Background: an optimization exercise with open tools, aiming at small area, a short achievable clock period and few clock cycles per item. Do not read the settings as production practice. Function was checked by simulation only, so behaviour that the tests miss may differ from the original.

===== flow/flow/run.sh =====
#!/bin/bash
# The standard layout (standard.sh), with these changes to how the layout
# is made (constraints untouched):
#  - synthesis runs Yosys's synth with -noabc, so the full adders written in
#    the RTL reach extract_fa without the polarity changes abc -fast makes;
#  - ports are buffered with sky130_fd_sc_hd__buf_1;
#  - clock tree: larger sink clusters and no dummy loads;
#  - repair_timing over-fixes setup by the margin in flow/margin.txt.
set -o pipefail
export SETUP_SLACK_MARGIN=$(cat flow/margin.txt)
export BUFFER_PORTS_ARGS="-buffer_cell sky130_fd_sc_hd__buf_1"
export CTS_ARGS="-sink_clustering_enable -repair_clock_nets -dont_use_dummy_load -sink_clustering_size 24 -sink_clustering_max_diameter 60"
bash standard.sh SYNTH_ARGS=-noabc finish > standard.log 2>&1

===== flow/flow/margin.txt =====
34

===== flow/standard.sh =====
#!/bin/bash
# synth_recipe.tcl (not shown) runs the flow's synth.tcl, then flattens the netlist and writes it again
# the make line also repeats each setting of config.mk as NAME=value (left out here)
make -C /OpenROAD-flow-scripts/flow DESIGN_CONFIG=/design/flow/config.mk WORK_HOME=/design/flow/orfs CLKGATE_MAP_FILE= SYNTH_SCRIPT=/design/flow/synth_recipe.tcl "${@:-finish}"

===== flow/config.mk =====
export PLATFORM = sky130hd
export DESIGN_NAME = hdu_top
export DESIGN_NICKNAME = hdu_top
export VERILOG_FILES = /design/flow/design.v
export SDC_FILE = /design/flow/constraint.sdc
export NUM_CORES = 4
export LEC_CHECK = 0
export ABC_AREA = 1
export ABC_CLOCK_PERIOD_IN_PS = 9000
export CAP_MARGIN = 20
export CORE_MARGIN = 2
export CORE_UTILIZATION = 40
export SLEW_MARGIN = 20

===== flow/constraint.sdc =====
create_clock -name core_clock -period 44.0 [get_ports {clk}]
set_input_delay 8.8000 -clock core_clock [delete_from_list [all_inputs] [get_ports {clk}]]
set_output_delay 8.8000 -clock core_clock [all_outputs]
set_load 0.01 [all_outputs]

===== flow/design.v =====
module hdu_popcount32 (
    input  wire [31:0] v,
    output wire [5:0]  w,
    output wire [31:0] t,
    output wire [3:0]  a,
    output wire [3:0]  b
);
    wire f1_s = v[23] ^ v[28] ^ v[8];
    wire f1_c = (v[23] & v[28]) | (v[23] & v[8]) | (v[28] & v[8]);
    wire f2_s = v[16] ^ v[20] ^ v[24];
    wire f2_c = (v[16] & v[20]) | (v[16] & v[24]) | (v[20] & v[24]);
    wire f3_s = v[0] ^ v[12] ^ v[27];
    wire f3_c = (v[0] & v[12]) | (v[0] & v[27]) | (v[12] & v[27]);
    wire f4_s = v[4] ^ f1_s ^ f3_s;
    wire f4_c = (v[4] & f1_s) | (v[4] & f3_s) | (f1_s & f3_s);
    wire f5_s = f1_c ^ f3_c ^ f4_c;
    wire f5_c = (f1_c & f3_c) | (f1_c & f4_c) | (f3_c & f4_c);
    wire f6_s = v[11] ^ v[17] ^ f2_s;
    wire f6_c = (v[11] & v[17]) | (v[11] & f2_s) | (v[17] & f2_s);
    wire f7_s = v[15] ^ v[22] ^ v[3];
    wire f7_c = (v[15] & v[22]) | (v[15] & v[3]) | (v[22] & v[3]);
    wire f8_s = v[19] ^ v[26] ^ v[7];
    wire f8_c = (v[19] & v[26]) | (v[19] & v[7]) | (v[26] & v[7]);
    wire f9_s = v[20] ^ v[4] ^ f7_s;
    wire f9_c = (v[20] & v[4]) | (v[20] & f7_s) | (v[4] & f7_s);
    wire f10_s = v[13] ^ v[4] ^ v[6];
    wire f10_c = (v[13] & v[4]) | (v[13] & v[6]) | (v[4] & v[6]);
    wire f11_s = v[18] ^ v[5] ^ f4_s;
    wire f11_c = (v[18] & v[5]) | (v[18] & f4_s) | (v[5] & f4_s);
    wire f12_s = v[13] ^ v[14] ^ v[21];
    wire f12_c = (v[13] & v[14]) | (v[13] & v[21]) | (v[14] & v[21]);
    wire f13_s = v[1] ^ v[2] ^ v[9];
    wire f13_c = (v[1] & v[2]) | (v[1] & v[9]) | (v[2] & v[9]);
    wire f14_s = v[25] ^ v[6] ^ f6_s;
    wire f14_c = (v[25] & v[6]) | (v[25] & f6_s) | (v[6] & f6_s);
    wire f15_s = v[3] ^ v[5] ^ v[8];
    wire f15_c = (v[3] & v[5]) | (v[3] & v[8]) | (v[5] & v[8]);
    wire f16_s = f2_c ^ f14_c ^ f6_c;
    wire f16_c = (f2_c & f14_c) | (f2_c & f6_c) | (f14_c & f6_c);
    wire f17_s = v[29] ^ v[30] ^ f11_s;
    wire f17_c = (v[29] & v[30]) | (v[29] & f11_s) | (v[30] & f11_s);
    wire f18_s = v[11] ^ v[2] ^ v[7];
    wire f18_c = (v[11] & v[2]) | (v[11] & v[7]) | (v[2] & v[7]);
    wire f19_s = v[10] ^ v[12] ^ v[9];
    wire f19_c = (v[10] & v[12]) | (v[10] & v[9]) | (v[12] & v[9]);
    wire f20_s = f11_c ^ f17_c ^ f5_s;
    wire f20_c = (f11_c & f17_c) | (f11_c & f5_s) | (f17_c & f5_s);
    wire f21_s = v[1] ^ v[14] ^ v[24];
    wire f21_c = (v[1] & v[14]) | (v[1] & v[24]) | (v[14] & v[24]);
    wire f22_s = v[25] ^ f4_s ^ f8_s;
    wire f22_c = (v[25] & f4_s) | (v[25] & f8_s) | (f4_s & f8_s);
    wire h23_s = f21_s ^ f22_s;
    wire h23_c = f21_s & f22_s;
    wire f24_s = f5_s ^ f8_c ^ f21_c;
    wire f24_c = (f5_s & f8_c) | (f5_s & f21_c) | (f8_c & f21_c);
    wire f25_s = f22_c ^ h23_c ^ f24_s;
    wire f25_c = (f22_c & h23_c) | (f22_c & f24_s) | (h23_c & f24_s);
    wire f26_s = f5_c ^ f24_c ^ f25_c;
    wire f26_c = (f5_c & f24_c) | (f5_c & f25_c) | (f24_c & f25_c);
    wire f27_s = v[0] ^ v[10] ^ v[19];
    wire f27_c = (v[0] & v[10]) | (v[0] & v[19]) | (v[10] & v[19]);
    wire f28_s = v[21] ^ v[24] ^ v[29];
    wire f28_c = (v[21] & v[24]) | (v[21] & v[29]) | (v[24] & v[29]);
    wire f29_s = f1_s ^ f9_s ^ f27_s;
    wire f29_c = (f1_s & f9_s) | (f1_s & f27_s) | (f9_s & f27_s);
    wire h30_s = f28_s ^ f29_s;
    wire h30_c = f28_s & f29_s;
    wire f31_s = f1_c ^ f7_c ^ f9_c;
    wire f31_c = (f1_c & f7_c) | (f1_c & f9_c) | (f7_c & f9_c);
    wire f32_s = f27_c ^ f28_c ^ f29_c;
    wire f32_c = (f27_c & f28_c) | (f27_c & f29_c) | (f28_c & f29_c);
    wire f33_s = h30_c ^ f31_s ^ f32_s;
    wire f33_c = (h30_c & f31_s) | (h30_c & f32_s) | (f31_s & f32_s);
    wire f34_s = f31_c ^ f32_c ^ f33_c;
    wire f34_c = (f31_c & f32_c) | (f31_c & f33_c) | (f32_c & f33_c);
    wire f35_s = v[0] ^ v[4] ^ v[15];
    wire f35_c = (v[0] & v[4]) | (v[0] & v[15]) | (v[4] & v[15]);
    wire f36_s = v[18] ^ v[19] ^ v[28];
    wire f36_c = (v[18] & v[19]) | (v[18] & v[28]) | (v[19] & v[28]);
    wire f37_s = f14_s ^ f35_s ^ f36_s;
    wire f37_c = (f14_s & f35_s) | (f14_s & f36_s) | (f35_s & f36_s);
    wire f38_s = f16_s ^ f35_c ^ f36_c;
    wire f38_c = (f16_s & f35_c) | (f16_s & f36_c) | (f35_c & f36_c);
    wire h39_s = f37_c ^ f38_s;
    wire h39_c = f37_c & f38_s;
    wire f40_s = f16_c ^ f38_c ^ h39_c;
    wire f40_c = (f16_c & f38_c) | (f16_c & h39_c) | (f38_c & h39_c);
    wire f41_s = v[15] ^ v[28] ^ f2_s;
    wire f41_c = (v[15] & v[28]) | (v[15] & f2_s) | (v[28] & f2_s);
    wire f42_s = f3_s ^ f12_s ^ f18_s;
    wire f42_c = (f3_s & f12_s) | (f3_s & f18_s) | (f12_s & f18_s);
    wire h43_s = f41_s ^ f42_s;
    wire h43_c = f41_s & f42_s;
    wire f44_s = f2_c ^ f3_c ^ f12_c;
    wire f44_c = (f2_c & f3_c) | (f2_c & f12_c) | (f3_c & f12_c);
    wire f45_s = f18_c ^ f41_c ^ f42_c;
    wire f45_c = (f18_c & f41_c) | (f18_c & f42_c) | (f41_c & f42_c);
    wire f46_s = h43_c ^ f44_s ^ f45_s;
    wire f46_c = (h43_c & f44_s) | (h43_c & f45_s) | (f44_s & f45_s);
    wire f47_s = f44_c ^ f45_c ^ f46_c;
    wire f47_c = (f44_c & f45_c) | (f44_c & f46_c) | (f45_c & f46_c);
    wire f48_s = v[3] ^ v[7] ^ v[30];
    wire f48_c = (v[3] & v[7]) | (v[3] & v[30]) | (v[7] & v[30]);
    wire f49_s = f1_s ^ f6_s ^ f19_s;
    wire f49_c = (f1_s & f6_s) | (f1_s & f19_s) | (f6_s & f19_s);
    wire h50_s = f48_s ^ f49_s;
    wire h50_c = f48_s & f49_s;
    wire f51_s = f1_c ^ f2_c ^ f6_c;
    wire f51_c = (f1_c & f2_c) | (f1_c & f6_c) | (f2_c & f6_c);
    wire f52_s = f19_c ^ f48_c ^ f49_c;
    wire f52_c = (f19_c & f48_c) | (f19_c & f49_c) | (f48_c & f49_c);
    wire f53_s = h50_c ^ f51_s ^ f52_s;
    wire f53_c = (h50_c & f51_s) | (h50_c & f52_s) | (f51_s & f52_s);
    wire f54_s = f51_c ^ f52_c ^ f53_c;
    wire f54_c = (f51_c & f52_c) | (f51_c & f53_c) | (f52_c & f53_c);
    wire f55_s = v[12] ^ f2_s ^ f8_s;
    wire f55_c = (v[12] & f2_s) | (v[12] & f8_s) | (f2_s & f8_s);
    wire f56_s = f10_s ^ f15_s ^ f55_s;
    wire f56_c = (f10_s & f15_s) | (f10_s & f55_s) | (f15_s & f55_s);
    wire f57_s = f2_c ^ f8_c ^ f10_c;
    wire f57_c = (f2_c & f8_c) | (f2_c & f10_c) | (f8_c & f10_c);
    wire f58_s = f15_c ^ f55_c ^ f56_c;
    wire f58_c = (f15_c & f55_c) | (f15_c & f56_c) | (f55_c & f56_c);
    wire h59_s = f57_s ^ f58_s;
    wire h59_c = f57_s & f58_s;
    wire f60_s = f57_c ^ f58_c ^ h59_c;
    wire f60_c = (f57_c & f58_c) | (f57_c & h59_c) | (f58_c & h59_c);
    wire f61_s = v[8] ^ v[16] ^ f3_s;
    wire f61_c = (v[8] & v[16]) | (v[8] & f3_s) | (v[16] & f3_s);
    wire f62_s = f9_s ^ f13_s ^ f61_s;
    wire f62_c = (f9_s & f13_s) | (f9_s & f61_s) | (f13_s & f61_s);
    wire f63_s = f3_c ^ f7_c ^ f9_c;
    wire f63_c = (f3_c & f7_c) | (f3_c & f9_c) | (f7_c & f9_c);
    wire f64_s = f13_c ^ f61_c ^ f62_c;
    wire f64_c = (f13_c & f61_c) | (f13_c & f62_c) | (f61_c & f62_c);
    wire h65_s = f63_s ^ f64_s;
    wire h65_c = f63_s & f64_s;
    wire f66_s = f63_c ^ f64_c ^ h65_c;
    wire f66_c = (f63_c & f64_c) | (f63_c & h65_c) | (f64_c & h65_c);
    wire f67_s = v[11] ^ v[16] ^ f17_s;
    wire f67_c = (v[11] & v[16]) | (v[11] & f17_s) | (v[16] & f17_s);
    wire h68_s = f20_s ^ f67_c;
    wire h68_c = f20_s & f67_c;
    wire f69_s = f5_c ^ f20_c ^ h68_c;
    wire f69_c = (f5_c & f20_c) | (f5_c & h68_c) | (f20_c & h68_c);
    wire f70_s = v[10] ^ v[31] ^ f7_s;
    wire f70_c = (v[10] & v[31]) | (v[10] & f7_s) | (v[31] & f7_s);
    wire f71_s = f8_s ^ f12_s ^ f13_s;
    wire f71_c = (f8_s & f12_s) | (f8_s & f13_s) | (f12_s & f13_s);
    wire f72_s = f14_s ^ f17_s ^ f70_s;
    wire f72_c = (f14_s & f17_s) | (f14_s & f70_s) | (f17_s & f70_s);
    wire h73_s = f71_s ^ f72_s;
    wire h73_c = f71_s & f72_s;
    wire f74_s = f7_c ^ f8_c ^ f12_c;
    wire f74_c = (f7_c & f8_c) | (f7_c & f12_c) | (f8_c & f12_c);
    wire f75_s = f13_c ^ f16_s ^ f20_s;
    wire f75_c = (f13_c & f16_s) | (f13_c & f20_s) | (f16_s & f20_s);
    wire f76_s = f70_c ^ f71_c ^ f72_c;
    wire f76_c = (f70_c & f71_c) | (f70_c & f72_c) | (f71_c & f72_c);
    wire f77_s = h73_c ^ f74_s ^ f75_s;
    wire f77_c = (h73_c & f74_s) | (h73_c & f75_s) | (f74_s & f75_s);
    wire h78_s = f76_s ^ f77_s;
    wire h78_c = f76_s & f77_s;
    wire f79_s = f5_c ^ f16_c ^ f20_c;
    wire f79_c = (f5_c & f16_c) | (f5_c & f20_c) | (f16_c & f20_c);
    wire f80_s = f74_c ^ f75_c ^ f76_c;
    wire f80_c = (f74_c & f75_c) | (f74_c & f76_c) | (f75_c & f76_c);
    wire f81_s = f77_c ^ h78_c ^ f79_s;
    wire f81_c = (f77_c & h78_c) | (f77_c & f79_s) | (h78_c & f79_s);
    wire h82_s = f80_s ^ f81_s;
    wire h82_c = f80_s & f81_s;
    wire f83_s = f79_c ^ f80_c ^ f81_c;
    wire f83_c = (f79_c & f80_c) | (f79_c & f81_c) | (f80_c & f81_c);
    wire h84_s = h82_c ^ f83_s;
    wire h84_c = h82_c & f83_s;
    wire h85_s = f83_c ^ h84_c;
    wire h85_c = f83_c & h84_c;
    wire f86_s = v[0] ^ v[1] ^ f15_s;
    wire f86_c = (v[0] & v[1]) | (v[0] & f15_s) | (v[1] & f15_s);
    wire h87_s = f18_s ^ f86_s;
    wire h87_c = f18_s & f86_s;
    wire f88_s = f15_c ^ f18_c ^ f86_c;
    wire f88_c = (f15_c & f18_c) | (f15_c & f86_c) | (f18_c & f86_c);
    wire h89_s = h87_c ^ f88_s;
    wire h89_c = h87_c & f88_s;
    wire h90_s = f88_c ^ h89_c;
    wire h90_c = f88_c & h89_c;
    wire f91_s = v[14] ^ f10_s ^ f19_s;
    wire f91_c = (v[14] & f10_s) | (v[14] & f19_s) | (f10_s & f19_s);
    wire f92_s = f10_c ^ f19_c ^ f91_c;
    wire f92_c = (f10_c & f19_c) | (f10_c & f91_c) | (f19_c & f91_c);
    assign w = {h85_c, h85_s, h84_s, h82_s, h78_s, h73_s};
    assign t = {f69_c, f69_s, h68_s, f67_s, f66_c, f66_s, h65_s, f62_s, f60_c, f60_s, h59_s, f56_s, f54_c, f54_s, f53_s, h50_s, f47_c, f47_s, f46_s, h43_s, f40_c, f40_s, h39_s, f37_s, f34_c, f34_s, f33_s, h30_s, f26_c, f26_s, f25_s, h23_s};
    assign a = {h90_c, h90_s, h89_s, h87_s};
    assign b = {1'b0, f92_c, f92_s, f91_s};
endmodule
module hdu_top (
    input  wire        clk,
    input  wire        rst,         
    input  wire        in_valid,
    output wire        in_ready,
    input  wire [31:0] in_cmd,
    input  wire [31:0] in_opa,
    input  wire [31:0] in_opb,
    output reg         out_valid,
    output wire [31:0] out_result,
    output wire [31:0] out_status
);
    localparam [2:0] OP_HD  = 3'd1;
    localparam [2:0] OP_CFG = 3'd2;
    localparam [2:0] OP_ENC = 3'd3;
    localparam [2:0] OP_DEC = 3'd4;
    localparam [2:0] C_ILLEGAL   = 3'd1;
    localparam [2:0] C_BAD_MOD   = 3'd2;
    localparam [2:0] C_BAD_THR   = 3'd3;
    localparam [2:0] C_NOT_CFG   = 3'd4;
    localparam [2:0] C_SYM_RANGE = 3'd5;
    assign in_ready = 1'b1;
    reg        s1_valid;
    reg        s1_ok;           
    reg [2:0]  s1_op;           
    reg [31:0] s1_x;            
    reg [5:0]  s1_b;            
    reg        s1_bz;           
    wire hd_sel = (in_cmd[3:0] == 4'd1);
    always @(posedge clk) begin
        if (rst) s1_valid <= 1'b0;
        else     s1_valid <= in_valid;
        s1_ok <= (in_cmd[31:3] == 29'd0);
        s1_op <= in_cmd[2:0];
        s1_x  <= in_opa ^ (in_opb & {32{hd_sel}});
        s1_b  <= in_opb[5:0];
        s1_bz <= (in_opb[31:6] == 26'd0);
    end
    reg        cfg_valid;
    reg        cfg_mod;
    reg [5:0]  cfg_thresh;
    reg        hit;
    reg        fault;
    reg [2:0]  cause;
    reg [30:0] result;          
    assign out_result = {1'b0, result};
    assign out_status = {fault, 12'd0, cause, 2'd0, cfg_thresh, 5'd0,
                         cfg_mod, cfg_valid, hit};
    wire [31:0] c = s1_x;
    wire [5:0]  wc;             
    wire [31:0] t;              
    wire [3:0]  bp0, bp1;       
    hdu_popcount32 u_pc (.v(c), .w(wc), .t(t), .a(bp0), .b(bp1));
    wire [3:0] t0 = t[3:0];
    wire [3:0] t1 = t[7:4];
    wire [3:0] t2 = t[11:8];
    wire [3:0] t3 = t[15:12];
    wire [3:0] t4 = t[19:16];
    wire [3:0] t5 = t[23:20];
    wire [3:0] t6 = t[27:24];
    wire [3:0] t7 = t[31:28];
    wire [7:0] tb0 = {t7[0], t6[0], t5[0], t4[0], t3[0], t2[0], t1[0], t0[0]};
    wire [7:0] tb1 = {t7[1], t6[1], t5[1], t4[1], t3[1], t2[1], t1[1], t0[1]};
    wire [7:0] tb2 = {t7[2], t6[2], t5[2], t4[2], t3[2], t2[2], t1[2], t0[2]};
    wire [7:0] tb3 = {t7[3], t6[3], t5[3], t4[3], t3[3], t2[3], t1[3], t0[3]};
    localparam [7:0] VLSB = 8'b11100100;
    wire [4:0] vmax, vmin;
    wire [7:0] cx4 = 8'hff, cn4 = 8'hff;
    assign vmax[4] = |(cx4 & tb3);
    wire [7:0] cx3 = cx4 & (tb3 | {8{~vmax[4]}});
    assign vmin[4] = ~|(cn4 & ~tb3);
    wire [7:0] cn3 = cn4 & (~tb3 | {8{vmin[4]}});
    assign vmax[3] = |(cx3 & tb2);
    wire [7:0] cx2 = cx3 & (tb2 | {8{~vmax[3]}});
    assign vmin[3] = ~|(cn3 & ~tb2);
    wire [7:0] cn2 = cn3 & (~tb2 | {8{vmin[3]}});
    assign vmax[2] = |(cx2 & tb1);
    wire [7:0] cx1 = cx2 & (tb1 | {8{~vmax[2]}});
    assign vmin[2] = ~|(cn2 & ~tb1);
    wire [7:0] cn1 = cn2 & (~tb1 | {8{vmin[2]}});
    assign vmax[1] = |(cx1 & tb0);
    wire [7:0] cx0 = cx1 & (tb0 | {8{~vmax[1]}});
    assign vmin[1] = ~|(cn1 & ~tb0);
    wire [7:0] cn0 = cn1 & (~tb0 | {8{vmin[1]}});
    assign vmax[0] = |(cx0 & VLSB);
    wire [7:0] cxf = cx0 & (VLSB | {8{~vmax[0]}});
    assign vmin[0] = ~|(cn0 & ~VLSB);
    wire [7:0] cnf = cn0 & (~VLSB | {8{vmin[0]}});
    function [2:0] first1;
        input [7:0] m;
        begin
            casez (m)
                8'b???????1: first1 = 3'd0;
                8'b??????10: first1 = 3'd1;
                8'b?????100: first1 = 3'd2;
                8'b????1000: first1 = 3'd3;
                8'b???10000: first1 = 3'd4;
                8'b??100000: first1 = 3'd5;
                8'b?1000000: first1 = 3'd6;
                default:     first1 = 3'd7;
            endcase
        end
    endfunction
    wire [2:0] kmax = first1(cxf);
    wire [2:0] kmin = first1(cnf);
    wire       bsel = (bp0 <= bp1);
    wire [4:0] vb   = bsel ? {bp1, 1'b1} : {bp0, 1'b0};
    wire [4:0] vsel = cfg_mod ? vmax : vb;
    wire [7:0] dh = {2'b00, cfg_thresh} + {3'b000, vsel} - {2'b00, wc} - (cfg_mod ? 8'd14 : 8'd8);
    wire [7:0] dl = {2'b00, cfg_thresh} + {2'b00, wc} - {3'b000, vmin} - 8'd17 - {6'd0, c[31], 1'b0};
    wire [7:0] dw = {1'b0, wc, 1'b0} - {3'b000, vmin} - {3'b000, vmax} - 8'd3 - {6'd0, c[31], 1'b0};
    wire       hit_hi = !dh[7];
    wire       hit_lo = cfg_mod && !dl[7];
    wire       lo_w   = !dw[7];
    wire       use_lo = hit_lo && lo_w;
    wire       dec_hit = hit_hi || hit_lo;
    wire [3:0] best_i = !cfg_mod ? {3'd0, bsel} : use_lo ? {1'b0, kmin} : {1'b1, kmax};
    wire [30:0] enc_chip;
    localparam [7:0] G0 = 8'h30;
    assign enc_chip[0] = cfg_mod ? (c[3] ^ G0[c[2:0]]) : (c[0] ^ 1'b1);
    localparam [7:0] G1 = 8'hbe;
    assign enc_chip[1] = cfg_mod ? (c[3] ^ G1[c[2:0]]) : (c[0] ^ 1'b1);
    localparam [7:0] G2 = 8'hb7;
    assign enc_chip[2] = cfg_mod ? (c[3] ^ G2[c[2:0]]) : (c[0] ^ 1'b1);
    localparam [7:0] G3 = 8'h8d;
    assign enc_chip[3] = cfg_mod ? (c[3] ^ G3[c[2:0]]) : (c[0] ^ 1'b1);
    localparam [7:0] G4 = 8'h18;
    assign enc_chip[4] = cfg_mod ? (c[3] ^ G4[c[2:0]]) : (c[0] ^ 1'b0);
    localparam [7:0] G5 = 8'h5f;
    assign enc_chip[5] = cfg_mod ? (c[3] ^ G5[c[2:0]]) : (c[0] ^ 1'b1);
    localparam [7:0] G6 = 8'hdb;
    assign enc_chip[6] = cfg_mod ? (c[3] ^ G6[c[2:0]]) : (c[0] ^ 1'b0);
    localparam [7:0] G7 = 8'hc6;
    assign enc_chip[7] = cfg_mod ? (c[3] ^ G7[c[2:0]]) : (c[0] ^ 1'b1);
    localparam [7:0] G8 = 8'h0c;
    assign enc_chip[8] = cfg_mod ? (c[3] ^ G8[c[2:0]]) : (c[0] ^ 1'b1);
    localparam [7:0] G9 = 8'haf;
    assign enc_chip[9] = cfg_mod ? (c[3] ^ G9[c[2:0]]) : (c[0] ^ 1'b0);
    localparam [7:0] G10 = 8'hed;
    assign enc_chip[10] = cfg_mod ? (c[3] ^ G10[c[2:0]]) : (c[0] ^ 1'b0);
    localparam [7:0] G11 = 8'h63;
    assign enc_chip[11] = cfg_mod ? (c[3] ^ G11[c[2:0]]) : (c[0] ^ 1'b1);
    localparam [7:0] G12 = 8'h06;
    assign enc_chip[12] = cfg_mod ? (c[3] ^ G12[c[2:0]]) : (c[0] ^ 1'b0);
    localparam [7:0] G13 = 8'hd7;
    assign enc_chip[13] = cfg_mod ? (c[3] ^ G13[c[2:0]]) : (c[0] ^ 1'b0);
    localparam [7:0] G14 = 8'hf6;
    assign enc_chip[14] = cfg_mod ? (c[3] ^ G14[c[2:0]]) : (c[0] ^ 1'b0);
    localparam [7:0] G15 = 8'hb1;
    assign enc_chip[15] = cfg_mod & (c[3] ^ G15[c[2:0]]);
    localparam [7:0] G16 = 8'h03;
    assign enc_chip[16] = cfg_mod & (c[3] ^ G16[c[2:0]]);
    localparam [7:0] G17 = 8'heb;
    assign enc_chip[17] = cfg_mod & (c[3] ^ G17[c[2:0]]);
    localparam [7:0] G18 = 8'h7b;
    assign enc_chip[18] = cfg_mod & (c[3] ^ G18[c[2:0]]);
    localparam [7:0] G19 = 8'hd8;
    assign enc_chip[19] = cfg_mod & (c[3] ^ G19[c[2:0]]);
    localparam [7:0] G20 = 8'h81;
    assign enc_chip[20] = cfg_mod & (c[3] ^ G20[c[2:0]]);
    localparam [7:0] G21 = 8'hf5;
    assign enc_chip[21] = cfg_mod & (c[3] ^ G21[c[2:0]]);
    localparam [7:0] G22 = 8'hbd;
    assign enc_chip[22] = cfg_mod & (c[3] ^ G22[c[2:0]]);
    localparam [7:0] G23 = 8'h6c;
    assign enc_chip[23] = cfg_mod & (c[3] ^ G23[c[2:0]]);
    localparam [7:0] G24 = 8'hc0;
    assign enc_chip[24] = cfg_mod & (c[3] ^ G24[c[2:0]]);
    localparam [7:0] G25 = 8'hfa;
    assign enc_chip[25] = cfg_mod & (c[3] ^ G25[c[2:0]]);
    localparam [7:0] G26 = 8'hde;
    assign enc_chip[26] = cfg_mod & (c[3] ^ G26[c[2:0]]);
    localparam [7:0] G27 = 8'h36;
    assign enc_chip[27] = cfg_mod & (c[3] ^ G27[c[2:0]]);
    localparam [7:0] G28 = 8'h60;
    assign enc_chip[28] = cfg_mod & (c[3] ^ G28[c[2:0]]);
    localparam [7:0] G29 = 8'h7d;
    assign enc_chip[29] = cfg_mod & (c[3] ^ G29[c[2:0]]);
    localparam [7:0] G30 = 8'h6f;
    assign enc_chip[30] = cfg_mod & (c[3] ^ G30[c[2:0]]);
    wire is_hd  = s1_ok && s1_op == OP_HD;
    wire is_cfg = s1_ok && s1_op == OP_CFG;
    wire is_enc = s1_ok && s1_op == OP_ENC;
    wire is_dec = s1_ok && s1_op == OP_DEC;
    wire z4 = (c[31:4] == 28'd0);
    wire z1 = z4 && (c[3:1] == 3'd0);
    wire cfg_mod_ok = z1;
    wire cfg_thr_ok = s1_bz && (c[0] ? (!s1_b[5] || s1_b[4:0] == 5'd0)
                                     : (s1_b[5:4] == 2'd0));
    wire enc_sym_ok = cfg_mod ? z4 : z1;
    always @(posedge clk) begin
        if (rst) begin
            cfg_valid  <= 1'b0;
            cfg_mod    <= 1'b0;
            cfg_thresh <= 6'd0;
            result     <= 31'd0;
            hit        <= 1'b0;
            fault      <= 1'b0;
            cause      <= 3'd0;
            out_valid  <= 1'b0;
        end else begin
            out_valid <= s1_valid;
            if (s1_valid && !fault) begin
                if (is_hd) begin
                    result <= {25'd0, wc};
                    hit    <= 1'b0;
                end else if (is_cfg) begin
                    if (!cfg_mod_ok) begin
                        fault <= 1'b1;
                        cause <= C_BAD_MOD;
                    end else if (!cfg_thr_ok) begin
                        fault <= 1'b1;
                        cause <= C_BAD_THR;
                    end else begin
                        cfg_valid  <= 1'b1;
                        cfg_mod    <= c[0];
                        cfg_thresh <= s1_b;
                        result     <= 31'd0;
                        hit        <= 1'b0;
                    end
                end else if (is_enc) begin
                    if (!cfg_valid) begin
                        fault <= 1'b1;
                        cause <= C_NOT_CFG;
                    end else if (!enc_sym_ok) begin
                        fault <= 1'b1;
                        cause <= C_SYM_RANGE;
                    end else begin
                        result  <= enc_chip;
                        hit     <= 1'b0;
                    end
                end else if (is_dec) begin
                    if (!cfg_valid) begin
                        fault <= 1'b1;
                        cause <= C_NOT_CFG;
                    end else begin
                        result <= dec_hit ? {27'd0, best_i} : 31'd0;
                        hit    <= dec_hit;
                    end
                end else begin
                    fault <= 1'b1;
                    cause <= C_ILLEGAL;
                end
            end
        end
    end
endmodule

==> impl_results.rst, run 1 <==
.. list-table::
   :header-rows: 1

   * - Metric
     - Value
   * - Worst clock skew
     - 0.0232 ns
   * - Filler Cell Count
     - 2,132
   * - Largest net degree at the start of global routing
     - 46
   * - Clock tree sinks
     - 89
   * - Slew at the pin with the worst max-slew slack
     - 1.07 ns
   * - Fin nets
     - 1,452
   * - Combined buffer and inverter count along the critical path
     - 1
   * - CORE AREA
     - 0.0209 mm2
   * - Largest area contributor in the synthesized netlist
     - fa_1
   * - Number of unique standard cell types used by synthesis
     - 45
   * - Detailed-routing iteration count for the pre-antenna-repair pass
     - 5
   * - Tightest slew margin relative to the limit
     - 0.282
   * - Num ports
     - 165
   * - Antenna viol nets, final
     - 0
   * - Number of levels in the clock H-tree
     - 3
   * - Top-area cell type share of the netlist area
     - 0.220
   * - Die height
     - 149 um
   * - End-of-flow core utilization
     - 0.448
   * - Total number of vias
     - 7,261
   * - Quantity of gates resized following cts
     - 0
   * - Mean post-synth cell area
     - 7.84 um2
   * - Final Critical Period
     - 9.83 ns
   * - Overall fraction of global-route tracks in use
     - 0.207
   * - Final routed DRC violation total
     - 0
   * - Share of flip-flops with an asynchronous set or reset after synthesis
     - 0
   * - Final slew viol count
     - 0
   * - Grt ovf
     - 0
   * - Top cell types by occurrence after synthesis
     - nand2_1, inv_1, fa_1, dfxtp_1, o21ai_0
   * - Post-synth design cell area
     - 0.00845 mm2
   * - Status
     - complete, no violations
   * - MaxCap Viol Count
     - 0
   * - Latest clock arrival within the worst-skew pair
     - 0.35 ns
   * - Estimated wirelength of the detail-placed design
     - 18,800 um
   * - Total number of placement rows
     - 53
   * - Worst-path cell chain
     - buf_1
   * - Buffers inserted during post-CTS setup optimization
     - 0
   * - Area of the die
     - 0.0223 mm2
   * - Dominant delay contributor by cell family on the critical path
     - flip-flops
   * - Post-synth top flop
     - dfxtp_1
   * - Number of warning messages in the yosys log
     - 1
   * - Synth Instances
     - 1,079
   * - Setup repair after global routing missed its margin
     - false
   * - Setup ws final
     - 34.17 ns
   * - Initial Util
     - 0.405
   * - Cell type of the slowest stage on the worst timing path
     - dfxtp_1
   * - Synth top area cells
     - fa_1, dfxtp_1, nand2_1
   * - Wirelength per Cell
     - 14.9 um
   * - Most instantiated library cell after synthesis
     - nand2_1
   * - Wire length of the first global-routing pass
     - 36,300 um
   * - Number of global-route vias before repair
     - 7,185
   * - Clock buffer count from CTS
     - 9
   * - CP Max Fanout
     - 4
   * - Max Buffers Root-to-Sink
     - 2
   * - Synth Register Bits
     - 89
   * - Ant diodes
     - 0
   * - Maximum clock frequency
     - 102 MHz
   * - Input/output buffers
     - 143
   * - Reg clk slew, reported paths
     - 0.07 ns
   * - CP Class
     - reg -> out
   * - Total of hold buffers inserted after clock tree synthesis
     - 0
   * - Initial antenna violation count
     - 0
   * - CTS tree
     - yes
   * - Aggregate routed wire length
     - 22,000 um
   * - Post-synthesis sequential area ratio
     - 0.211
   * - Element type at the critical path start
     - flop
   * - GPL Wtd Cong
     - 0.893
   * - Count of flip-flops with a built-in enable after synthesis
     - 0
   * - Final setup vio count
     - 0
   * - DRC marker count from the first detailed-route iteration
     - 472
   * - Setup WS pre-CTS
     - 34.11 ns
   * - Root Driver
     - clkbuf_16
   * - Proportion of layout cells with a drive suffix above 1
     - 0.0467
   * - Setup Total Neg Slack
     - 0 ns
   * - Worst min-delay path class
     - reg -> reg
   * - Largest stage delay on the critical path
     - 0.42 ns
   * - Final hold violations
     - 0
   * - Endpoint class of the critical path
     - output port
   * - Avg Vias per Cell
     - 4.92
   * - Synthesis-to-layout area growth
     - 10.6%
   * - Data arrival, critical path
     - 1.03 ns
   * - Share of the clock period used by the worst path after layout
     - 0.223
   * - Width of the die
     - 149 um
   * - Required time of the critical path
     - 35.20 ns
## per-layer routing
layer	vias up	global-route usage	wire length [um]
li1	3680	-	-
met1	3325	0.283	10300
met2	228	0.335	10100
met3	28	0.0385	1270
met4	0	0.0590	381
met5	-	0	0
## kinds of logic after synthesis
group	after synthesis	share of synthesized area
adders and majority gates	151	0.306
xor gates and xnor gates	42	0.0435
AOI/OAI and AO/OA	160	0.104
other	2	0.000888
and+or+nand+nor	449	0.238
buffers and inverters	186	0.0972
DFF	89	0.211
## through the flow
step	hold WS, ns	area (um2)	cells
global placement	0.421	9120	1466
CTS	0.440	9350	1475
floorplan	0.411	8530	1098
detailed placement	0.430	9120	1466
finish	0.436	9350	1475
global route	0.464	9350	1475
## layout make-up
cell class	count	area, um2	share of cell area
multi-input cells	823	5930	0.634
clock buffers	9	225	0.0241
well taps	275	344	0.0368
flip-flops and latches	89	1780	0.191
repair buffers	149	582	0.0622
inverters	130	488	0.0522
## registers in the layout, indices dropped and copies added, names as in the netlist, 3 cells and up
name,cells
result,31
s1_op,3
cause,3
s1_b,6
s1_x,32
cfg_thresh,6
## worst paths after layout
kind | start | end | slack (ns) | cells past startpoint
setup / recovery | cfg_thresh[1] | out_status[9] | 34.17 | 1
hold / removal | s1_valid | out_valid | 0.44 | 2
setup reg to reg | s1_x[0] | result[1] | 34.82 | 42
hold reg to reg | s1_valid | out_valid | 0.44 | 2
## cell usage in the layout, fill, tap and decap left out, types with 7 or more instances in the layout
master	count
ha_1	58
nor2_1	65
nand2_1	243
nor4_1	13
buf_1	143
conb_1	21
o211ai_1	7
nand2_2	13
nand4_1	8
nor2_2	10
xnor2_1	32
xor2_1	10
nor3_1	7
nand3_1	66
clkbuf_16	9
fa_1	93
a21oi_1	57
inv_1	127
o21ai_0	70
dfxtp_1	88
## worst reg2reg max path, delay by kind of cell, from the launching register on
family	cells	cell delay, ns
AOI/OAI and AO/OA	7	1.20
and+or+nand+nor	22	2.63
buffers and inverters	2	0.20
adders and majority gates	11	4.53
DFF	1	0.57
Testbench counts, summed over its fixed seeds: cycles 16,016, items 16,000.
==> run 2, diff against run 1 <==
--- a/flow/flow/run.sh
+++ b/flow/flow/run.sh
@@ -6,3 +6,3 @@
 #  - ports are buffered with sky130_fd_sc_hd__buf_1;
-#  - clock tree: larger sink clusters and no dummy loads;
+#  - clock tree: larger sink clusters, small clock buffers, no dummy loads;
 #  - repair_timing over-fixes setup by the margin in flow/margin.txt.
@@ -11,3 +11,3 @@
 export BUFFER_PORTS_ARGS="-buffer_cell sky130_fd_sc_hd__buf_1"
-export CTS_ARGS="-sink_clustering_enable -repair_clock_nets -dont_use_dummy_load -sink_clustering_size 24 -sink_clustering_max_diameter 60"
+export CTS_ARGS="-sink_clustering_enable -repair_clock_nets -dont_use_dummy_load -sink_clustering_size 24 -sink_clustering_max_diameter 60 -buf_list {sky130_fd_sc_hd__clkbuf_4 sky130_fd_sc_hd__clkbuf_8} -root_buf sky130_fd_sc_hd__clkbuf_8"
 bash standard.sh SYNTH_ARGS=-noabc finish > standard.log 2>&1
==> flow/flow/margin.txt (replaced) <==
34.4
==> impl_results.rst, run 2 <==
.. list-table::
   :header-rows: 1

   * - Metric
     - Value
   * - Share of the clock period used by the worst path after layout
     - 0.220 (-0.00328)
   * - Width of the die
     - 149 um (unchanged)
   * - CP Class
     - reg -> out
   * - Filler Cell Count
     - 2,120 (-0.56%)
   * - Post-synthesis sequential area ratio
     - 0.211 (unchanged)
   * - Finished Cell Area
     - 0.00976 mm2 (+4.3%)
   * - Worst clock skew
     - 0.0373 ns (+0.0140 ns)
   * - End-of-flow core utilization
     - 0.467 (+0.0194)
   * - Number of unique standard cell types used by synthesis
     - 45 (unchanged)
   * - Post-synth design cell area
     - 0.00845 mm2 (unchanged)
   * - Maximum clock frequency
     - 103 MHz (+1.5%)
   * - Detailed-routing iteration count for the pre-antenna-repair pass
     - 5 (unchanged)
   * - Total number of placement rows
     - 53 (unchanged)
   * - Cell type of the slowest stage on the worst timing path
     - dfxtp_4
   * - Share of flip-flops with an asynchronous set or reset after synthesis
     - 0 (unchanged)
   * - Status
     - complete, no violations
   * - Final Critical Period
     - 9.68 ns (-0.145 ns)
   * - Wirelength per Cell
     - 15.0 um (+0.56%)
   * - Area after DPL
     - 0.00913 mm2 (about the same)
   * - Synth Instances
     - 1,079 (unchanged)
   * - RR Endpoint
     - result[1]
   * - DRC marker count from the first detailed-route iteration
     - 492 (+4.2%)
   * - Number of global-route vias before repair
     - 7,133 (-0.72%)
   * - Initial antenna violation count
     - 0 (unchanged)
   * - Ant diodes
     - 0 (unchanged)
   * - Avg Vias per Cell
     - 4.93 (+0.22%)
   * - Proportion of layout cells with a drive suffix above 1
     - 0.132 (+0.0853)
   * - Final hold violations
     - 0 (unchanged)
   * - Clock tree sinks
     - 89 (unchanged)
   * - Total of hold buffers inserted after clock tree synthesis
     - 0 (unchanged)
   * - Post-synth top flop
     - dfxtp_1
   * - Max Buffers Root-to-Sink
     - 2 (unchanged)
   * - Fin nets
     - 1,464 (+0.83%)
   * - Area of the die
     - 0.0223 mm2 (unchanged)
   * - Reg clk slew, reported paths
     - 0.09 ns (+0.02 ns)
   * - CTS tree
     - yes
   * - Count of flip-flops with a built-in enable after synthesis
     - 0 (unchanged)
   * - Worst-path cell chain
     - buf_6
   * - CORE AREA
     - 0.0209 mm2 (unchanged)
   * - Worst-case hold path end point
     - out_valid
   * - Synthesis-to-layout area growth
     - 15.4%
   * - Number of flip-flops under the largest register name
     - 32 (unchanged)
   * - Die height
     - 149 um (unchanged)
   * - Overall fraction of global-route tracks in use
     - 0.209 (+0.00193)
   * - Clock buffer count from CTS
     - 9 (unchanged)
   * - Number of warning messages in the yosys log
     - 1 (unchanged)
   * - Root Driver
     - clkbuf_8
   * - Estimated wirelength of the detail-placed design
     - 18,700 um (-0.37%)
   * - Final setup vio count
     - 0 (unchanged)
   * - Setup repair after global routing missed its margin
     - true
   * - Final routed DRC violation total
     - 0 (unchanged)
   * - Most common library cell in the layout ignoring fill and taps
     - nand2_1
   * - Most frequent cells in the layout
     - nand2_1, inv_1, buf_1
   * - Num ports
     - 165 (unchanged)
   * - Top Registers
     - s1_x (32), result (31)
   * - R2r setup slk
     - 35.12 ns (+0.30 ns)
   * - Setup WS pre-CTS
     - 34.08 ns (-0.0384 ns)
   * - Element type at the critical path start
     - flop
   * - Synth Register Bits
     - 89 (unchanged)
   * - Largest stage delay on the critical path
     - 0.37 ns (-0.05 ns)
   * - Setup ws final
     - 34.32 ns (+0.145 ns)
   * - Register bank with the most flops
     - s1_x
   * - Worst min-delay path class
     - reg -> reg
   * - Startpoint of the worst-slack reg-to-reg timing path
     - s1_x[24]
   * - Grt ovf
     - 0 (unchanged)
   * - Wire length of the first global-routing pass
     - 36,500 um (+0.66%)
   * - Top cell types by occurrence after synthesis
     - nand2_1, inv_1, fa_1, dfxtp_1, o21ai_0
   * - Initial Util
     - 0.405 (unchanged)
   * - Largest net degree at the start of global routing
     - 43 (-6.5%)
   * - GPL Wtd Cong
     - 0.922 (+3.3%)
   * - Required time of the critical path
     - 35.20 ns (about the same)
   * - Dominant delay contributor by cell family on the critical path
     - flip-flops
   * - Number of cells traversed by the worst hold path
     - 2 (unchanged)
   * - CP Max Fanout
     - 3 (-1)
   * - Antenna viol nets, final
     - 0 (unchanged)
   * - Synth top area cells
     - fa_1, dfxtp_1, nand2_1
   * - Latest clock arrival within the worst-skew pair
     - 0.39 ns (+0.04 ns)
   * - Most instantiated library cell after synthesis
     - nand2_1
   * - Mean post-synth cell area
     - 7.84 um2 (unchanged)
   * - R2R cell count
     - 42 (unchanged)
   * - Number of levels in the clock H-tree
     - 3 (unchanged)
   * - Data arrival, critical path
     - 0.88 ns (-0.15 ns)
   * - HP Start
     - s1_valid
   * - Total number of vias
     - 7,336 (+1.0%)
   * - Input/output buffers
     - 143 (unchanged)
   * - Endpoint class of the critical path
     - output port
   * - Tightest slew margin relative to the limit
     - 0.304 (+0.0219)
   * - Final slew viol count
     - 0 (unchanged)
   * - Top-area cell type share of the netlist area
     - 0.220 (unchanged)
   * - Largest area contributor in the synthesized netlist
     - fa_1
   * - Aggregate routed wire length
     - 22,300 um (+1.4%)
   * - Slew at the pin with the worst max-slew slack
     - 1.04 ns (-0.0327 ns)
   * - MaxCap Viol Count
     - 0 (unchanged)
   * - Setup Total Neg Slack
     - 0 ns (unchanged)
   * - Combined buffer and inverter count along the critical path
     - 1 (unchanged)
[run 2: cell counts after synthesis]
No cell type changed its count.
[run 2: kinds of logic (layout without fill, tap and decap cells)]
| kind of cell | after synthesis | after routing | synth area share |
|---|---|---|---|
| flops | 89 | 89 | 0.211 |
| xor+xnor | 42 | 42 | 0.0435 |
| buf+inv | 186 | 300 | 0.0972 |
| other cells | 2 | 21 | 0.000888 |
| fa+ha+maj | 151 | 151 | 0.306 |
| compound gates | 160 | 160 | 0.104 |
| simple gates | 449 | 449 | 0.238 |
[run 2: what timing repair did]
item	in CTS	in global routing
pin swaps	0	1
setup buffers	6	6
endpoints found under the setup margin	45	60
gates resized for setup	140	6
[run 2: layout make-up]
class / count / area (um2) / share of cell area
Sequential cell: 89 / 1850 / 0.189
Clock buffer: 9 / 124 / 0.0127
Timing Repair Buffer: 161 / 1010 / 0.103
Multi-Input combinational cell: 823 / 5940 / 0.609
Inverter: 130 / 492 / 0.0504
Tap cell: 275 / 344 / 0.0353
[run 2: metal layers]
layer	track usage	up-vias	share of wire	wire (um)
li1	-	3694	-	-
met2	0.339	205	0.46	10300
met4	0.0505	0	0.014	310
met5	0	-	0	0
met3	0.0394	22	0.056	1260
met1	0.288	3415	0.47	10400
[run 2: worst max path at each step]
stage / from / endpoint / slack (ns) / cells past startpoint
2_1_floorplan: in_cmd[3] / s1_x[10] / 34.35 / 4
3_3_place_gp: in_cmd[3] / s1_x[21] / 34.13 / 5
3_5_place_dp: in_cmd[3] / s1_x[22] / 34.08 / 5
4_1_cts: cfg_thresh[0] / out_status[8] / 34.29 / 1
5_1_grt: cfg_thresh[0] / out_status[8] / 34.29 / 1
6_report: cfg_thresh[0] / out_status[8] / 34.32 / 1
[run 2: per-stage QoR]
step	instances	hold slack (ns)
after floorplan	1098	0.411
after global placement	1466	0.422
after detailed placement	1466	0.422
after CTS	1481	0.433
after global routing	1487	0.461
final	1487	0.431
==> run 3, diff against run 2 <==
==> flow/flow/margin.txt (replaced) <==
34
==> impl_results.rst, run 3 <==
.. list-table::
   :header-rows: 1

   * - Metric
     - Value
   * - Most instantiated library cell after synthesis
     - nand2_1
   * - CTS tree
     - yes
   * - Cell Count Post-Placement
     - 1,466 (unchanged)
   * - Latest clock arrival within the worst-skew pair
     - 0.39 ns (about the same)
   * - Synth Register Bits
     - 89 (unchanged)
   * - Largest stage delay on the critical path
     - 0.43 ns (+0.06 ns)
   * - Post-synth top flop
     - dfxtp_1
   * - Element type at the critical path start
     - flop
   * - Number of flip-flops under the largest register name
     - 32 (unchanged)
   * - Final hold violations
     - 0 (unchanged)
   * - Maximum clock frequency
     - 101 MHz (-2.0%)
   * - Tightest slew margin relative to the limit
     - 0.331 (+0.0268)
   * - Top Registers
     - s1_x (32), result (31)
   * - Synth Instances
     - 1,079 (unchanged)
   * - Input/output buffers
     - 143 (unchanged)
   * - Clock buffer count from CTS
     - 9 (unchanged)
   * - Number of warning messages in the yosys log
     - 1 (unchanged)
   * - Min Hold Slack
     - 0.440 ns (+0.00892 ns)
   * - Data arrival, critical path
     - 1.08 ns (+0.20 ns)
   * - Mean post-synth cell area
     - 7.84 um2 (unchanged)
   * - Proportion of layout cells with a drive suffix above 1
     - 0.0467 (-0.0853)
   * - Avg Vias per Cell
     - 4.92 (-0.26%)
   * - Max Buffers Root-to-Sink
     - 2 (unchanged)
   * - Setup WS pre-CTS
     - 34.11 ns (+0.0384 ns)
   * - Required time of the critical path
     - 35.20 ns (about the same)
   * - Final Critical Period
     - 9.88 ns (+0.199 ns)
   * - Area of the die
     - 0.0223 mm2 (unchanged)
   * - Clock tree sinks
     - 89 (unchanged)
   * - Largest area contributor in the synthesized netlist
     - fa_1
   * - XOR/XNOR Fraction of Synth Area
     - 0.0435 (unchanged)
   * - Antenna viol nets, final
     - 0 (unchanged)
   * - Total number of placement rows
     - 53 (unchanged)
   * - Setup Total Neg Slack
     - 0 ns (unchanged)
   * - Top-area cell type share of the netlist area
     - 0.220 (unchanged)
   * - Register bank with the most flops
     - s1_x
   * - CP Max Fanout
     - 4 (+1)
   * - Register area
     - 0.00178 mm2 (-3.4%)
   * - Aggregate routed wire length
     - 22,000 um (-1.6%)
   * - Detailed-routing iteration count for the pre-antenna-repair pass
     - 5 (unchanged)
   * - Post-synthesis sequential area ratio
     - 0.211 (unchanged)
   * - Final setup vio count
     - 0 (unchanged)
   * - Wire length of the first global-routing pass
     - 36,300 um (-0.68%)
   * - Area of the multi-input gates
     - 0.00593 mm2 (-0.25%)
   * - DRC marker count from the first detailed-route iteration
     - 446 (-9.3%)
   * - Worst clock skew
     - 0.0405 ns (+0.00322 ns)
   * - Worst-path cell chain
     - buf_1
   * - Initial antenna violation count
     - 0 (unchanged)
   * - Count of flip-flops with a built-in enable after synthesis
     - 0 (unchanged)
   * - Root Driver
     - clkbuf_8
   * - Wirelength per Cell
     - 14.9 um (-0.81%)
   * - Grt ovf
     - 0 (unchanged)
   * - Largest net degree at the start of global routing
     - 46 (+7.0%)
   * - Total number of vias
     - 7,258 (-1.1%)
   * - Final routed DRC violation total
     - 0 (unchanged)
   * - Finished Cell Area
     - 0.00925 mm2 (-5.2%)
   * - Cell type of the slowest stage on the worst timing path
     - dfxtp_1
   * - Setup ws final
     - 34.12 ns (-0.199 ns)
   * - Num ports
     - 165 (unchanged)
   * - CP Class
     - reg -> out
   * - GPL Wtd Cong
     - 0.893 (-3.2%)
   * - Final slew viol count
     - 0 (unchanged)
   * - Overall fraction of global-route tracks in use
     - 0.206 (-0.00297)
   * - Die height
     - 149 um (unchanged)
   * - Buffers inserted during post-CTS setup optimization
     - 0 (-6)
   * - Combined buffer and inverter count along the critical path
     - 1 (unchanged)
   * - Number of unique standard cell types used by synthesis
     - 45 (unchanged)
   * - Fin nets
     - 1,452 (-0.82%)
   * - Most frequent cells in the layout
     - nand2_1, buf_1, inv_1
   * - Number of global-route vias before repair
     - 7,154 (+0.29%)
   * - MaxCap Viol Count
     - 0 (unchanged)
   * - Post-synth design cell area
     - 0.00845 mm2 (unchanged)
   * - Endpoint class of the critical path
     - output port
   * - Post-Synth Simple-Gate Area
     - 0.238 (unchanged)
   * - Slew at the pin with the worst max-slew slack
     - 1.00 ns (-0.0400 ns)
   * - Status
     - complete, no violations
   * - Initial Util
     - 0.405 (unchanged)
   * - End-of-flow core utilization
     - 0.443 (-0.0243)
   * - Dominant combinational cell family by area after synthesis
     - adder cells
   * - Worst min-delay path class
     - reg -> reg
   * - Top cell types by occurrence after synthesis
     - nand2_1, inv_1, fa_1, dfxtp_1, o21ai_0
   * - Dominant delay contributor by cell family on the critical path
     - flip-flops
   * - Post-synthesis mux area share
     - 0 (unchanged)
   * - Compound-gate portion of the synthesized area
     - 0.104 (unchanged)
   * - Estimated wirelength of the detail-placed design
     - 18,800 um (+0.37%)
   * - Synthesis-to-layout area growth
     - 9.40%
   * - Synth top area cells
     - fa_1, dfxtp_1, nand2_1
   * - Adder-cell area share of the yosys netlist
     - 0.306 (unchanged)
   * - Setup repair after global routing missed its margin
     - false
   * - Reg clk slew, reported paths
     - 0.10 ns (about the same)
   * - Post-route non-filler standard cell count
     - 1,475 (-0.81%)
   * - Width of the die
     - 149 um (unchanged)
   * - Filler Cell Count
     - 2,152 (+1.5%)
   * - Area after DPL
     - 0.00912 mm2 (about the same)
   * - Share of the clock period used by the worst path after layout
     - 0.225 (+0.00453)
   * - Number of levels in the clock H-tree
     - 3 (unchanged)
   * - Ant diodes
     - 0 (unchanged)
   * - Share of flip-flops with an asynchronous set or reset after synthesis
     - 0 (unchanged)
   * - CORE AREA
     - 0.0209 mm2 (unchanged)
   * - Most common library cell in the layout ignoring fill and taps
     - nand2_1
run 3: cell counts after synthesis:
Identical to the previous run, type by type.
run 3: routing by layer:
layer	vias up	part of all wire	global-route usage
met5	-	0	0
met4	0	0.014	0.0452
met3	24	0.050	0.0352
met2	211	0.46	0.337
met1	3346	0.48	0.286
li1	3677	-	-
run 3: what timing repair did:
item                                   in CTS  in global routing
setup endpoints to repair                   0                  3
endpoints found under the hold margin       0                  0
hold buffers                                0                  0
gates resized for setup                     0                  1
run 3: cells by family (layout without fill, tap and decap cells):
| kind of cell | after synthesis | count (layout) |
|---|---|---|
| AO/OA/AOI/OAI | 160 | 160 |
| other | 2 | 21 |
| adder cells (fa/ha/maj) | 151 | 151 |
| AND/OR/NAND/NOR | 449 | 449 |
| XOR/XNOR | 42 | 42 |
| flip-flops | 89 | 89 |
| buffers and inverters | 186 | 288 |
run 3: cell type report:
class | count | area share
multi-input combinational | 823 | 0.641
tap | 275 | 0.0372
clock buffer | 9 | 0.0134
timing repair buffer | 149 | 0.0629
inverter | 130 | 0.0528
sequential | 89 | 0.193
run 3: path summary, 6_finish.rpt:
check	start	to	slack (ns)	cells after the start
worst max register to register	s1_x[0]	result[1]	34.83	42
worst min-delay path	s1_valid	out_valid	0.44	2
worst min register to register	s1_valid	out_valid	0.44	2
worst max-delay path	cfg_thresh[1]	out_status[9]	34.12	1
run 3: worst register-to-register path, delay by kind of cell, from the launching register on:
| family | cells | cell delay [ns] |
|---|---|---|
| fa+ha+maj | 11 | 4.52 |
| simple gates | 22 | 2.61 |
| compound gates | 7 | 1.20 |
| flops | 1 | 0.57 |
| buf+inv | 2 | 0.20 |
==> run 4, diff against run 3 <==
--- a/flow/flow/run.sh
+++ b/flow/flow/run.sh
@@ -4,3 +4,5 @@
 #  - synthesis runs Yosys's synth with -noabc, so the full adders written in
-#    the RTL reach extract_fa without the polarity changes abc -fast makes;
+#    the RTL reach extract_fa without the polarity changes abc -fast makes,
+#    and the final ABC mapping uses an area script (flow/synth_abc.tcl,
+#    flow/abc_area_strong.script);
 #  - ports are buffered with sky130_fd_sc_hd__buf_1;
@@ -12,2 +14,2 @@
 export CTS_ARGS="-sink_clustering_enable -repair_clock_nets -dont_use_dummy_load -sink_clustering_size 24 -sink_clustering_max_diameter 60 -buf_list {sky130_fd_sc_hd__clkbuf_4 sky130_fd_sc_hd__clkbuf_8} -root_buf sky130_fd_sc_hd__clkbuf_8"
-bash standard.sh SYNTH_ARGS=-noabc finish > standard.log 2>&1
+bash standard.sh SYNTH_ARGS=-noabc SYNTH_SCRIPT=$PWD/flow/synth_abc.tcl finish > standard.log 2>&1
==> flow/flow/abc_area_strong.script (new file) <==
strash
dch -f
map -a
mfs2
strash
dch -f
map -a
topo
dnsize -c
==> flow/flow/synth_abc.tcl (new file) <==
# The standard flow's synthesis script (synth_recipe.tcl in the work folder), run with one
# change: Yosys's abc call maps with flow/abc_area_strong.script instead of
# the script ORFS picks.  Everything else, including the synth wrapper that
# skips the fsm and share passes, the flattening and the renaming, is
# synth_recipe.tcl's own text.
set fh [open synth_recipe.tcl]; set bsrc [read $fh]; close $fh
set fh [open $::env(SCRIPTS_DIR)/synth.tcl]; set ssrc [read $fh]; close $fh
set old {log_cmd abc {*}$abc_args}
if {[string first $old $ssrc] < 0} { error "synth_abc.tcl: abc call not found in synth.tcl" }
set ssrc [string map [list $old {log_cmd abc -script [file normalize flow/abc_area_strong.script] {*}[lrange $abc_args 2 end]}] $ssrc]
set line {source $::env(SCRIPTS_DIR)/synth.tcl}
if {[string first $line $bsrc] < 0} { error "synth_abc.tcl: synth.tcl not sourced by synth_recipe.tcl" }
set fh [open synth_patched.tcl w]; puts $fh $ssrc; close $fh
set bsrc [string map [list $line "source [file normalize synth_patched.tcl]"] $bsrc]
eval $bsrc
==> impl_results.rst, run 4 <==
.. list-table::
   :header-rows: 1

   * - Metric
     - Value
   * - Status
     - did not finish
   * - Halt point of the flow
     - synthesis
   * - First error
     - ERROR: TCL interpreter returned an error: couldn't open "synth_recipe.tcl": no such file or directory
   * - Number of warning messages in the yosys log
     - 1 (unchanged)
==> run 5, diff against run 4 <==
--- a/flow/flow/run.sh
+++ b/flow/flow/run.sh
@@ -14,2 +14,3 @@
 export CTS_ARGS="-sink_clustering_enable -repair_clock_nets -dont_use_dummy_load -sink_clustering_size 24 -sink_clustering_max_diameter 60 -buf_list {sky130_fd_sc_hd__clkbuf_4 sky130_fd_sc_hd__clkbuf_8} -root_buf sky130_fd_sc_hd__clkbuf_8"
-bash standard.sh SYNTH_ARGS=-noabc SYNTH_SCRIPT=$PWD/flow/synth_abc.tcl finish > standard.log 2>&1
+sed "s|@WORK@|$PWD|g" flow/synth_abc.tcl > synth_abc.tcl
+bash standard.sh SYNTH_ARGS=-noabc SYNTH_SCRIPT=$PWD/synth_abc.tcl finish > standard.log 2>&1
==> flow/flow/margin.txt (replaced) <==
33.4
==> flow/flow/synth_abc.tcl (replaced) <==
# The standard flow's synthesis script (synth_recipe.tcl in the work folder), run with one
# change: Yosys's abc call maps with flow/abc_area_strong.script instead of
# the script ORFS picks.  Everything else, including the synth wrapper that
# skips the fsm and share passes, the flattening and the renaming, is
# synth_recipe.tcl's own text.
set fh [open @WORK@/synth_recipe.tcl]; set bsrc [read $fh]; close $fh
set fh [open $::env(SCRIPTS_DIR)/synth.tcl]; set ssrc [read $fh]; close $fh
set old {log_cmd abc {*}$abc_args}
if {[string first $old $ssrc] < 0} { error "synth_abc.tcl: abc call not found in synth.tcl" }
set ssrc [string map [list $old {log_cmd abc -script @WORK@/flow/abc_area_strong.script {*}[lrange $abc_args 2 end]}] $ssrc]
set line {source $::env(SCRIPTS_DIR)/synth.tcl}
if {[string first $line $bsrc] < 0} { error "synth_abc.tcl: synth.tcl not sourced by synth_recipe.tcl" }
set fh [open @WORK@/synth_patched.tcl w]; puts $fh $ssrc; close $fh
set bsrc [string map [list $line "source @WORK@/synth_patched.tcl"] $bsrc]
eval $bsrc
==> impl_results.rst, run 5 <==
.. list-table::
   :header-rows: 1

   * - Metric
     - Value
   * - Post-synthesis mux area share
     - 0
   * - Data arrival, critical path
     - 1.11 ns
   * - DRC marker count from the first detailed-route iteration
     - 504
   * - Startpoint of the worst-slack reg-to-reg timing path
     - s1_x[16]
   * - Max Buffers Root-to-Sink
     - 2
   * - Wirelength per Cell
     - 17.1 um
   * - RR Endpoint
     - result[1]
   * - Number of unique standard cell types used by synthesis
     - 35
   * - Clock buffer count from CTS
     - 9
   * - Maximum clock frequency
     - 101 MHz
   * - CTS tree
     - yes
   * - Setup Total Neg Slack
     - 0 ns
   * - CP Max Fanout
     - 4
   * - CORE AREA
     - 0.0188 mm2
   * - Width of the die
     - 142 um
   * - Reg clk slew, reported paths
     - 0.08 ns
   * - Synth Instances
     - 880
   * - Share of the clock period used by the worst path after layout
     - 0.225
   * - Element type at the critical path start
     - flop
   * - Worst-case hold path end point
     - out_valid
   * - Estimated wirelength of the detail-placed design
     - 18,200 um
   * - Avg Vias per Cell
     - 5.31
   * - Share of flip-flops with an asynchronous set or reset after synthesis
     - 0
   * - Number of warning messages in the yosys log
     - 1 (unchanged)
   * - Worst-path cell chain
     - buf_1
   * - Worst clock skew
     - 0.0262 ns
   * - Total number of vias
     - 6,735
   * - Setup repair after global routing missed its margin
     - false
   * - Mean post-synth cell area
     - 8.72 um2
   * - Final setup vio count
     - 0
   * - Largest stage delay on the critical path
     - 0.55 ns
   * - Synthesis-to-layout area growth
     - 12.3%
   * - Required time of the critical path
     - 35.20 ns
   * - Ant diodes
     - 0
   * - Num ports
     - 165
   * - Latest clock arrival within the worst-skew pair
     - 0.37 ns
   * - Endpoint class of the critical path
     - output port
   * - Tightest slew margin relative to the limit
     - 0.317
   * - Post-Synth Simple-Gate Area
     - 0.136
   * - Final slew viol count
     - 0
   * - Post-synthesis sequential area ratio
     - 0.232
   * - Top Registers
     - s1_x (32), result (31)
   * - Slew at the pin with the worst max-slew slack
     - 1.02 ns
   * - Post-synth design cell area
     - 0.00767 mm2
   * - Final routed DRC violation total
     - 0
   * - Most common library cell in the layout ignoring fill and taps
     - buf_1
   * - Detailed-route wire length on metal 1
     - 10,100 um
   * - Cell Count Post-Placement
     - 1,258
   * - Number of global-route vias before repair
     - 6,469
   * - Clock tree sinks
     - 89
   * - Detailed-routing iteration count for the pre-antenna-repair pass
     - 6
   * - Length of routed met2 wiring
     - 9520 um
   * - Combined buffer and inverter count along the critical path
     - 1
   * - End-of-flow core utilization
     - 0.459
   * - Aggregate routed wire length
     - 21,600 um
   * - Worst min-delay path class
     - reg -> reg
   * - Status
     - complete, no violations
   * - Overall fraction of global-route tracks in use
     - 0.221
   * - GPL Wtd Cong
     - 0.989
   * - Dominant delay contributor by cell family on the critical path
     - flip-flops
   * - Largest net degree at the start of global routing
     - 36
   * - Antenna viol nets, final
     - 0
   * - Post-route non-filler standard cell count
     - 1,268
   * - Top-area cell type share of the netlist area
     - 0.243
   * - XOR/XNOR Fraction of Synth Area
     - 0.0502
   * - Number of flip-flops under the largest register name
     - 32
   * - Adder-cell area share of the yosys netlist
     - 0.337
   * - Count of flip-flops with a built-in enable after synthesis
     - 0
   * - HP Start
     - s1_valid
   * - Number of cells traversed by the worst hold path
     - 2
   * - MaxCap Viol Count
     - 0
   * - Post-synth top flop
     - dfxtp_1
   * - Proportion of layout cells with a drive suffix above 1
     - 0.0309
   * - Wire length of the first global-routing pass
     - 34,500 um
   * - Most frequent cells in the layout
     - buf_1, clkinv_1, nand2_1
   * - Grt ovf
     - 0
   * - Synth top area cells
     - fa_1, dfxtp_1, ha_1
   * - Area of the die
     - 0.0203 mm2
   * - R2r setup slk
     - 34.26 ns
   * - Top cell types by occurrence after synthesis
     - clkinv_1, nand2_1, fa_1, dfxtp_1, nor2_1
   * - CP Class
     - reg -> out
   * - Fin nets
     - 1,286
   * - Register bank with the most flops
     - s1_x
   * - Compound-gate portion of the synthesized area
     - 0.158
   * - Dominant combinational cell family by area after synthesis
     - adder cells
   * - Die height
     - 142 um
   * - Most instantiated library cell after synthesis
     - clkinv_1
   * - Initial Util
     - 0.409
   * - Initial antenna violation count
     - 0
   * - Met3 Wirelength
     - 1600 um
   * - Total number of placement rows
     - 50
   * - Cell type of the slowest stage on the worst timing path
     - dfxtp_1
   * - R2R cell count
     - 45
   * - Root Driver
     - clkbuf_8
   * - Number of levels in the clock H-tree
     - 3
   * - Input/output buffers
     - 143
   * - Synth Register Bits
     - 89
   * - Final Critical Period
     - 9.91 ns
   * - Final hold violations
     - 0
   * - Max Used Layer
     - met4
   * - Largest area contributor in the synthesized netlist
     - fa_1
   * - Filler Cell Count
     - 1,950
## run 5: worst max path at each step
stage | to | cells past startpoint | slack, ns | from
2_1_floorplan | s1_x[0] | 3 | 33.90 | in_cmd[3]
3_3_place_gp | result[1] | 45 | 33.58 | s1_x[0]
3_5_place_dp | result[2] | 45 | 33.45 | s1_x[0]
4_1_cts | result[1] | 45 | 33.42 | s1_x[0]
5_1_grt | result[1] | 45 | 33.52 | s1_x[0]
6_report | out_status[12] | 1 | 34.09 | cfg_thresh[4]
## run 5: what timing repair did
| action | 4_1_cts | 5_1_grt |
|---|---|---|
| setup buffers | 0 | 1 |
| hold buffers | 0 | 0 |
| resized for setup | 0 | 10 |
| setup endpoints to repair | 0 | 5 |
## run 5: per-layer routing
metal	vias up	global-route usage
met3	29	0.0424
met1	3162	0.320
li1	3248	-
met2	296	0.337
met4	0	0.0610
met5	-	0
## run 5: worst register-to-register path, delay by kind of cell, from the launching register on
| family | cells | cell delay (ns) |
|---|---|---|
| AOI/OAI and AO/OA | 15 | 2.38 |
| adders and majority gates | 9 | 4.16 |
| buffers and inverters | 5 | 0.80 |
| DFF | 1 | 0.40 |
| and+or+nand+nor | 16 | 1.85 |
## run 5: final cells by class
cell class                 instances  area, um2  area share
multi-input combinational        661       5350       0.621
tap                              234        293      0.0340
inverter                         124        469      0.0545
sequential                        89       1780       0.207
timing repair buffer             151        597      0.0693
clock buffer                       9        124      0.0144
## run 5: cells by family after synthesis
kind of cell,Yosys count
AOI/OAI and AO/OA,200
xor gates and xnor gates,44
adders and majority gates,151
buffers and inverters,149
DFF,89
other,2
and+or+nand+nor,245
## run 5: metrics by stage
step	setup slack, ns	hold WS (ns)	cell area [um2]
5_1_grt	33.52	0.448	8610
3_3_place_gp	33.58	0.404	8450
2_1_floorplan	33.90	0.398	7760
3_5_place_dp	33.45	0.408	8450
4_1_cts	33.42	0.420	8580
6_report	34.09	0.414	8610

## re-timing with driven ports
No port has a modelled driver above. Below, the same layouts with a new extraction and two added sets of constraints. Step 1 (the two cells are an assumption about what drives the block):
set clk [get_ports {clk}]
set_driving_cell -lib_cell sky130_fd_sc_hd__clkbuf_16 $clk
set_driving_cell -lib_cell sky130_fd_sc_hd__buf_2 [delete_from_list [all_inputs] $clk]
Step 2 adds t to the input delays and takes it off the output delays; t is the mean of the earliest and latest rising clock arrival at the registers after step 1. Input paths then give back, and output paths get back, about the clock's delay inside the block. Slacks: ideal ports / drivers / drivers and shift; pairs: ideal ports / drivers.
| run | shift t [ns] | slack for setup (ns) | worst setup path at the end | worst slew at a driven data input, ns | cell pins on the clock port's net |
|---|---|---|---|---|---|
| run 1 | 0.387 | 34.173 / 34.130 / 34.104 | input to register | 0.04 | 1 |
| run 2 | 0.413 | 34.318 / 34.276 / 34.156 | input to register | 0.05 | 1 |
| run 3 | 0.408 | 34.118 / 34.078 / 34.103 | input to register | 0.04 | 1 |
| run 5 | 0.396 | 34.093 / 34.053 / 33.836 | input to register | 0.03 | 1 |
After both steps every run listed still meets setup and hold. For run 5, which loses most, drivers alone change the setup slack by -0.040 ns; drivers and shift together by -0.257 ns.
